Source: an optimization exercise on an open RTL-to-GDS flow (aim: small area, a short achievable clock period and few clock cycles per item). Production flows keep margins and buffers that such runs may drop.
The RTL was checked by simulation tests, not by an equivalence proof against the original design.

**design/flow/config.mk**
```make
export PLATFORM = sky130hd
export DESIGN_NAME = takum_unit
export DESIGN_NICKNAME = takum_unit
export VERILOG_FILES = /design/flow/design.v
export SDC_FILE = /design/flow/constraint.sdc
export NUM_CORES = 4
export LEC_CHECK = 0
export CAP_MARGIN = 20
export CORE_MARGIN = 2
export CORE_UTILIZATION = 40
export SLEW_MARGIN = 20
```
**design/flow/constraint.sdc**
```tcl
create_clock -name core_clock -period 90.0 [get_ports {clk}]
set_input_delay 18.0000 -clock core_clock [delete_from_list [all_inputs] [get_ports {clk}]]
set_output_delay 18.0000 -clock core_clock [all_outputs]
set_load 0.01 [all_outputs]
```
**design/flow/design.v**
```verilog
module takum_unit (
    input  wire        clk,
    input  wire        rst,
    input  wire        req_valid,
    output wire        req_ready,
    input  wire [3:0]  op,
    input  wire [15:0] a,
    input  wire [15:0] b,
    input  wire [31:0] k,
    input  wire        f_s,
    input  wire        f_d,
    input  wire [2:0]  f_r,
    input  wire [6:0]  f_c,
    input  wire [10:0] f_m,
    input  wire        l_sign,
    input  wire [20:0] l_in,
    output reg         resp_valid,
    output wire [15:0] y,
    output wire [1:0]  cls,
    output wire        g_s,
    output wire        g_d,
    output wire [2:0]  g_r,
    output wire [2:0]  g_rv,
    output wire [5:0]  g_p,
    output wire [6:0]  g_c,
    output wire [10:0] g_m,
    output wire        l_sign_out,
    output wire [20:0] l_out
);
    localparam [19:0] CUT = 20'b0001_0001_0000_0100_0000;
    localparam [3:0] OP_FDEC  = 4'b0000;
    localparam [3:0] OP_FENC  = 4'b0001;
    localparam [3:0] OP_TOL   = 4'b0010;
    localparam [3:0] OP_FROML = 4'b0011;
    localparam [3:0] OP_MUL   = 4'b1000;
    localparam [3:0] OP_DIV   = 4'b1001;
    localparam [3:0] OP_INV   = 4'b1010;
    localparam [3:0] OP_IPOW  = 4'b1011;
    localparam [3:0] OP_SQRT  = 4'b1100;
    localparam [3:0] OP_ROOT  = 4'b1101;
    localparam [1:0] K_ARITH = 2'd0;
    localparam [1:0] K_FENC  = 2'd1;
    localparam [1:0] K_FDEC  = 2'd2;
    localparam [1:0] K_TOL   = 2'd3;
    localparam [1:0] SP_NONE = 2'd0;
    localparam [1:0] SP_NAR  = 2'd1;
    localparam [1:0] SP_ZERO = 2'd2;
    localparam [1:0] SP_ONE  = 2'd3;
    assign req_ready = 1'b1;
    reg        v0;
    reg [3:0]  op0;
    reg [15:0] a0, b0;
    reg [31:0] k0;
    reg        fs0, fd0;
    reg [2:0]  fr0;
    reg [6:0]  fc0;
    reg [10:0] fm0;
    reg        ls0;
    reg [20:0] lin0;
    always @(posedge clk) begin
        v0   <= ~rst & req_valid;
        op0  <= op;
        a0   <= a;
        b0   <= b;
        k0   <= k;
        fs0  <= f_s;
        fd0  <= f_d;
        fr0  <= f_r;
        fc0  <= f_c;
        fm0  <= f_m;
        ls0  <= l_sign;
        lin0 <= l_in;
    end
    function [19:0] lmag_of;
        input [15:0] w;
        reg   [15:0] nw;
        reg   [14:0] body;
        reg   [19:0] sh;
        begin
            nw      = 16'd0 - w;
            body    = w[14] ? w[14:0] : nw[14:0];
            sh      = {8'd1, body[10:0]} << body[13:11];
            lmag_of = sh - 20'd2048;
        end
    endfunction
    wire [19:0] am = lmag_of(a0);           
    wire [19:0] bm = lmag_of(b0);
    wire        an = a0[15] ~^ a0[14];      
    wire        bn = b0[15] ~^ b0[14];
    wire [19:0] la = an ? (20'd0 - am) : am;    
    wire [19:0] lb = bn ? (20'd0 - bm) : bm;
    wire a_zero = (a0 == 16'h0000);
    wire a_nar  = (a0 == 16'h8000);
    wire b_zero = (b0 == 16'h0000);
    wire b_nar  = (b0 == 16'h8000);
    wire a_neg  = a0[15] & ~a_nar;
    wire sa     = a0[15];
    wire sb     = b0[15];
    wire k_zero = (k0 == 32'd0);
    wire k_pos  = ~k0[31] & ~k_zero;
    wire [20:0] smd  = {la[19], la} + (op0[0] ? -{lb[19], lb} : {lb[19], lb});
    wire        smn  = smd[20];
    wire [20:0] smm  = smn ? (21'd0 - smd) : smd;           
    wire [20:0] lim  = lin0[20] ? (21'd0 - lin0) : lin0;   
    wire [31:0] kab  = k0[31] ? (32'd0 - k0) : k0;
    wire        kbig = |kab[31:20];
    wire [19:0] ksat = kbig ? 20'hFFFFF : kab[19:0];
    reg         povf;
    integer     i;
    always @(*) begin
        povf = 1'b0;
        for (i = 0; i < 20; i = i + 1)
            povf = povf | (ksat[i] & (|(am >> (19 - i))));
    end
    wire [19:0] kdiv = (|k0[31:20]) ? 20'hFFFFF : k0[19:0];
    wire [2:0]  enc_r = fd0 ? fr0 : (3'd7 - fr0);
    wire [3:0]  enc_p = 4'd11 - {1'b0, enc_r};
    wire [6:0]  enc_c = fc0 & ((7'd1 << enc_r) - 7'd1);
    wire [10:0] enc_m = fm0 & ((11'd1 << enc_p) - 11'd1);
    wire [15:0] enc_w = {fs0, fd0, fr0, ({4'd0, enc_c} << enc_p) | enc_m};
    function [19:0] sat20;
        input [21:0] m;
        begin
            sat20 = (|m[21:20]) ? 20'hFFFFF : m[19:0];
        end
    endfunction
    reg  [19:0] p_sr, p_y;
    reg         p_mul;       
    reg  [1:0]  p_kind;
    reg  [1:0]  p_sp;        
    reg         p_s, p_n, p_ovf;
    wire [1:0]  a_cls = a_nar ? 2'd2 : a_zero ? 2'd1 : 2'd0;
    always @(*) begin
        p_sr   = 20'd0;
        p_y    = 20'd1;
        p_mul  = 1'b0;
        p_kind = K_ARITH;
        p_sp   = SP_NONE;
        p_s    = 1'b0;
        p_n    = 1'b0;
        p_ovf  = 1'b0;
        case (op0)
            OP_FDEC: begin
                p_kind = K_FDEC;
                p_sr   = {4'd0, a0};
                p_sp   = a_cls;
            end
            OP_FENC: begin
                p_kind = K_FENC;
                p_sr   = {4'd0, enc_w};
            end
            OP_TOL: begin
                p_kind = K_TOL;
                p_sr   = la;
                p_sp   = a_cls;
                p_s    = sa;
            end
            OP_FROML: begin
                p_sr   = sat20({lim, 1'b0});
                p_s    = ls0;
                p_n    = lin0[20];
            end
            OP_MUL, OP_DIV: begin
                p_sr   = sat20({smm, 1'b0});
                p_s    = sa ^ sb;
                p_n    = smn;
                p_sp   = (a_nar | b_nar | (op0[0] & b_zero)) ? SP_NAR :
                         (a_zero | (~op0[0] & b_zero))       ? SP_ZERO : SP_NONE;
            end
            OP_INV: begin
                p_sr   = sat20({1'b0, am, 1'b0});
                p_s    = sa;
                p_n    = ~an;
                p_sp   = (a_nar | a_zero) ? SP_NAR : SP_NONE;
            end
            OP_IPOW: begin
                p_mul  = 1'b1;
                p_sr   = ksat;
                p_y    = am;
                p_s    = sa & k0[0];
                p_n    = an ^ k0[31];
                p_ovf  = (kbig | povf) & (am != 20'd0);
                p_sp   = a_nar ? SP_NAR : a_zero ? (k_pos ? SP_ZERO : SP_NAR) :
                         k_zero ? SP_ONE : SP_NONE;
            end
            OP_SQRT: begin
                p_sr   = am;
                p_n    = an;
                p_sp   = (a_nar | a_neg) ? SP_NAR : a_zero ? SP_ZERO : SP_NONE;
            end
            OP_ROOT: begin
                p_sr   = {am[18:0], 1'b0};
                p_y    = kdiv;
                p_s    = sa;
                p_n    = an;
                p_sp   = (a_nar | ~k_pos) ? SP_NAR : a_zero ? SP_ZERO :
                         (a_neg & ~k0[0]) ? SP_NAR : SP_NONE;
            end
            default: begin
                p_sp   = SP_ZERO;
            end
        endcase
    end
    wire [19:0] acc_w [0:20];
    wire [19:0] sr_w  [0:20];
    wire [19:0] y_w   [0:20];
    wire [8:0]  ctl_w [0:20];    
    assign acc_w[0] = 20'd0;
    assign sr_w[0]  = p_sr;
    assign y_w[0]   = p_y;
    assign ctl_w[0] = {v0, p_mul, p_s, p_n, p_ovf, p_kind, p_sp};
    genvar t;
    generate
        for (t = 0; t < 20; t = t + 1) begin : row
            wire [19:0] yy, sr, accin;
            wire [8:0]  ctl;
            if (CUT[t]) begin : cut
                reg [19:0] acc_r, sr_r, y_r;
                reg [8:0]  ctl_r;
                always @(posedge clk) begin
                    acc_r <= acc_w[t];
                    sr_r  <= sr_w[t];
                    y_r   <= y_w[t];
                    ctl_r <= {~rst & ctl_w[t][8], ctl_w[t][7:0]};
                end
                assign accin = acc_r;
                assign sr    = sr_r;
                assign yy    = y_r;
                assign ctl   = ctl_r;
            end else begin : nocut
                assign accin = acc_w[t];
                assign sr    = sr_w[t];
                assign yy    = y_w[t];
                assign ctl   = ctl_w[t];
            end
            wire        mulm = ctl[7];
            wire [t:0]  x;
            if (t == 0) begin : x0
                assign x = mulm ? 1'b0 : sr[19];
            end else begin : xn
                assign x = {accin[t-1:0], mulm ? 1'b0 : sr[19]};
            end
            wire [t:0]  op2  = mulm ? (sr[19] ? yy[t:0] : {(t+1){1'b0}}) : ~yy[t:0];
            wire [t+1:0] sum = {1'b0, x} + {1'b0, op2} + {{(t+1){1'b0}}, ~mulm};
            wire        zhi;
            if (t == 19) begin : zt
                assign zhi = 1'b1;
            end else begin : zn
                assign zhi = ~|yy[19:t+1];
            end
            wire        q    = sum[t+1] & zhi;
            wire [t:0]  nacc = (~mulm & ~q) ? x : sum[t:0];
            if (t == 19) begin : an19
                assign acc_w[t+1] = nacc;
            end else begin : ann
                assign acc_w[t+1] = {{(19-t){1'b0}}, nacc};
            end
            assign sr_w[t+1]  = {sr[18:0], ~mulm & q};
            assign y_w[t+1]   = yy;
            assign ctl_w[t+1] = ctl;
        end
    endgenerate
    wire [19:0] acc_f = acc_w[20];
    wire [19:0] sr_f  = sr_w[20];
    wire [8:0]  ctl_f = ctl_w[20];
    wire        vf    = ctl_f[8];
    wire        mulf  = ctl_f[7];
    wire        sf    = ctl_f[6];
    wire        nf    = ctl_f[5];
    wire        ovff  = ctl_f[4];
    wire [1:0]  kindf = ctl_f[3:2];
    wire [1:0]  spf   = ctl_f[1:0];
    wire [20:0] mag  = mulf ? {acc_f, 1'b0} : {1'b0, sr_f};    
    wire        stin = ~mulf & (|acc_f);
    wire [8:0]  uhi  = {1'b0, mag[19:12]} + 9'd1;              
    wire        sat  = ovff | mag[20] | uhi[8];
    reg  [2:0]  rg;
    always @(*) begin
        casez (uhi[7:0])
            8'b1???????: rg = 3'd7;
            8'b01??????: rg = 3'd6;
            8'b001?????: rg = 3'd5;
            8'b0001????: rg = 3'd4;
            8'b00001???: rg = 3'd3;
            8'b000001??: rg = 3'd2;
            8'b0000001?: rg = 3'd1;
            default:     rg = 3'd0;
        endcase
    end
    wire [19:0] u     = {uhi[7:0], mag[11:0]};
    wire [19:0] ush   = u >> rg;
    wire [10:0] mant  = ush[11:1];
    wire        rbit  = ush[0];
    wire [7:0]  lmask = (8'd1 << rg) - 8'd1;
    wire        stk   = (|(u[7:0] & lmask)) | stin;
    wire        rup   = rbit & (stk | mant[0]);
    wire [15:0] e     = sat ? 16'h8000 : ({2'b01, rg, mant} + {15'd0, rup});
    wire [15:0] vv    = nf ? (e ^ 16'h8000) : (e[15] ? 16'h7FFF : e);
    wire [15:0] w     = (sf ^ nf) ? (16'd0 - vv) : vv;
    wire [15:0] yar   = (spf == SP_NAR)  ? 16'h8000 :
                        (spf == SP_ZERO) ? 16'h0000 :
                        (spf == SP_ONE)  ? 16'h4000 : w;
    wire [15:0] fa    = sr_f[15:0];
    wire [2:0]  dr    = fa[14] ? fa[13:11] : ~fa[13:11];
    wire [3:0]  dp    = 4'd11 - {1'b0, dr};
    wire [10:0] dc    = fa[10:0] >> dp;
    wire [10:0] dm    = fa[10:0] & ((11'd1 << dp) - 11'd1);
    reg [28:0] o;
    reg [1:0]  oc;
    reg [28:0] on;
    always @(*) begin
        case (kindf)
            K_ARITH: on = {13'd0, yar};
            K_FENC:  on = {13'd0, fa};
            K_FDEC:  on = {~dr[2], ~dr[1:0], fa[13:11], fa[14], fa[15], dr, dc[6:0], dm};
            default: on = {7'd0, sf, sr_f[19], sr_f};
        endcase
    end
    always @(posedge clk) begin
        resp_valid <= ~rst & vf;
        o  <= on;
        oc <= spf;
    end
    assign y          = o[15:0];
    assign g_m        = o[10:0];
    assign g_c        = o[17:11];
    assign g_rv       = o[20:18];
    assign g_s        = o[21];
    assign g_d        = o[22];
    assign g_r        = o[25:23];
    assign g_p        = {2'b00, o[28], o[20], o[27:26]};
    assign l_out      = o[20:0];
    assign l_sign_out = o[21];
    assign cls        = oc;
endmodule
```
**design/flow/run.sh**
```bash
#!/bin/bash
# synth_recipe.tcl (not shown) runs the flow's synth.tcl, then flattens the netlist and writes it again
# the make line also repeats each setting of config.mk as NAME=value (left out here)
make -C /OpenROAD-flow-scripts/flow DESIGN_CONFIG=/design/flow/config.mk WORK_HOME=/design/flow/orfs CLKGATE_MAP_FILE= SYNTH_SCRIPT=/design/flow/synth_recipe.tcl finish
```
==> summary.md <==
| Metric | Value |
|---|---|
| Status | timing/DRC/antenna clean |
| Average wire per standard cell | 20.3 um |
| Commonest cells post-synth | nor2_1 (397), nand2_1 (381), a21oi_1 (329) |
| Buffers added on ports | approximately 190 |
| Starting Density | 0.403 |
| Crit path cell chain | clkdlybuf4s50_1 |
| CTS buffer count | 39 |
| Dpl cell area | about 36,000 um2 |
| Final setup viols | 0 |
| DP HPWL | 88.5 mm |
| Synth area leader | dfxtp_1 |
| Final min period | 19.51 ns |
| Period utilization | 0.217 |
| Routed Antenna Nets | 0 |
| GR Util All Layers | 0.253 |
| Dominant synthesized flop cell | dfxtp_1 |
| Ports | 190 |
| Drt total wl | 113 mm |
| Final Non-Filler Cells | about 5,600 |
| H-tree depth | 2 |
| Setup TNS | 0 ns |
| CTS Sinks | about 330 |
| First-pass GRT wire length | approximately 180 mm |
| Syn Area/Cell | roughly 7.6 um2 |
| Grt ovf | 0 |
| Setup CP Type | flip-flop to output port |
| Cells after DPL | 5,482 |
| Yosys reg bits | 327 |
| Die W | 294 um |
| Vias per cell | 5.93 |
| Clk root buf | clkbuf_16 |
| PnR worst setup slack | 70.49 ns |
| FP Rows | between 100 and 150 |
| Hold Path Class | flip-flop to flip-flop |
| Cts repair resizes | 0 |
| Synth warn | 1 |
| Headroom to the max-slew limit | 0.240 |
| Peak Freq | around 50 MHz |
| Setup slack at placement | 71.10 ns |
| Synth unique cells | approximately 130 |
| RePlAce Congestion | just under 1 |
| Worst Setup End Kind | output port |
| Layout Nets | 4,825 |
| Largest net degree at the start of global routing | 58 |
| Largest stage delay on the critical path | 0.55 ns |
| Post-synthesis sequential area ratio | 0.194 |
| Clk latency of the worst-skew pair | 0.60 ns |
| Final hold slack | 0.310 ns |
| Clk buf depth | 3 |
| Dominant cells by area after synthesis | dfxtp_1 (19%), ha_1 (8.4%), a21o_1 (5.5%), a21oi_1 (4.9%), xnor2_1 (4.8%) |
| Crit path max-delay family | buffers and inverters |
| Tightest Pin Transition | 1.12 ns |
| Routed vias | 32,900 |
| Initial DRT Pass Iterations | 6 |
| CP startpoint kind | flip-flop |
| Core region area | 83,600 um2 |
| TritonCTS clock tree | done |
| Max Slew Vio Count | 0 |
| Post-CTS setup buffers | 0 |
| Synthesized area | 33,700 um2 |
| Post-synthesis cell count | 4,430 |
| Initial DRC count | 2,876 |
| Clock Skews | 0.0322 ns |
| Drt drc | 0 |
| Chip height | 294 um |
| Layout cells sized above 1 | 0.0686 |
| EDFF count, synth | 0 |
| Final hold vios | 0 |
| Data arrival time of the worst path | 1.51 ns |
| Initial antenna violation count | 5 |
| CP required | 72.00 ns |
| Share of the synthesized area in the top cell type | 0.194 |
| DIE AREA | 86,600 um2 |
| CP Max Fanout | 3 |
| Vias in the first global route | roughly 31,000 |
| Count leader, synth | nor2_1 |
| Worst Path Buf+Inv | 1 |
| Clock Pin Slew Worst Setup and Hold Paths | about 0.060 ns |
| Hold_buf cts | 0 |
| Slowest-stage cell, CP | clkdlybuf4s50_1 |
| RSZ-0062 raised after global routing | no |
| Max-Cap Viols | 0 |
| Finished Cell Area | 37,400 um2 |
| Area growth from synthesis to layout | 11.1% |
| Share of flip-flops with an asynchronous set or reset | 0 |
final timing paths:
path	startpoint	endpoint	slack, ns	cells past startpoint
worst max-delay path	o[14]	l_out[14]	70.49	1
worst min-delay path	row[12].cut.ctl_r[0]	row[16].cut.ctl_r[0]	0.31	0
worst max register to register	row[16].cut.ctl_r[7]	o[13]	71.23	62
worst min register to register	row[12].cut.ctl_r[0]	row[16].cut.ctl_r[0]	0.31	0
area by class of cell:
class,instances,area (um2)
fillers,8386,46100
multi-input cells,3658,25200
flip-flops and latches,327,6550
repair buffers,234,2220
well taps,1080,1350
clock buffers,44,1020
inverters,183,687
clock inverters,27,364
diodes,1,2.50
worst register-to-register path, delay by kind of cell, from the launching register on:
family	cells	cell delay, ns
DFF	1	0.31
buffers and inverters	3	0.77
xor gates and xnor gates	1	0.29
and+or+nand+nor	14	5.01
AOI/OAI and AO/OA	38	10.23
adders and majority gates	6	2.02
cells in the final DEF, fill, tap and decap left out, drive strengths merged, types with 74 or more instances in the layout:
cell,Yosys,layout
a21o,245,245
a21oi,332,332
and2,75,75
clkdlybuf4s50,0,186
dfxtp,327,327
ha,227,227
inv,182,191
mux2i,74,74
nand2,382,382
nand2b,87,87
nand3,96,96
nor2,405,405
nor3,105,105
o21ai,340,340
xnor2,188,188
xor2,120,120
state kept, by name, summed over array words and instances, names as in the netlist, 2 cells and up:
signal and count:
b0 16, row.cut.y_r 60, a0 16, lin0 21
fc0 7, fr0 3, row.cut.sr_r 60, fm0 11
o 29, oc 2, row.accin 34, row.cut.ctl_r 27
op0 4, k0 32
metrics by stage:
stage / util
finish: 0.448
CTS: 0.448
global route: 0.448
floorplan: -
global placement: 0.431
detailed placement: 0.431
layer usage:
layer  track usage  up-vias  wire, um
li1              -    16100         -
met1         0.340    15400     50400
met2         0.409     1232     50600
met3        0.0337      219      7100
met4         0.101        4      4590
met5             0        -        27
kinds of logic after synthesis:
group                    synth area share
other                            0.000223
flip-flops                          0.194
XOR/XNOR                           0.0816
buffers and inverters              0.0576
multiplexers                       0.0446
AO/OA/AOI/OAI                       0.292
adder cells (fa/ha/maj)             0.108
AND/OR/NAND/NOR                     0.221
Testbench counts, summed over its fixed seeds: cycles 24,040, items 24,000.

==> separate check: timing with driven ports <==
No port has a modelled driver above. Below, the same layout with a new extraction and two added sets of constraints. Step 1 assumes that a clkbuf_16 drives the clock port and a buf_2 every other input. Step 2 moves the port delays by t, midway between the first and last clock arrival at a register: inputs arrive t later, outputs are due t later. That takes back most of the time a late clock gives input paths. Slacks: ideal ports / drivers / drivers and shift; pairs: ideal ports / drivers.
t (ns): 0.653
setup WS [ns]: 70.490 / 70.424 / 71.077
worst hold slack (ns): 0.310 / 0.310 / 0.310
worst register clock-pin slew, ns: 0.07 / 0.07
After both steps this run still meets setup and hold. For this run, drivers alone change the setup slack by -0.066 ns; drivers and shift together by +0.587 ns.
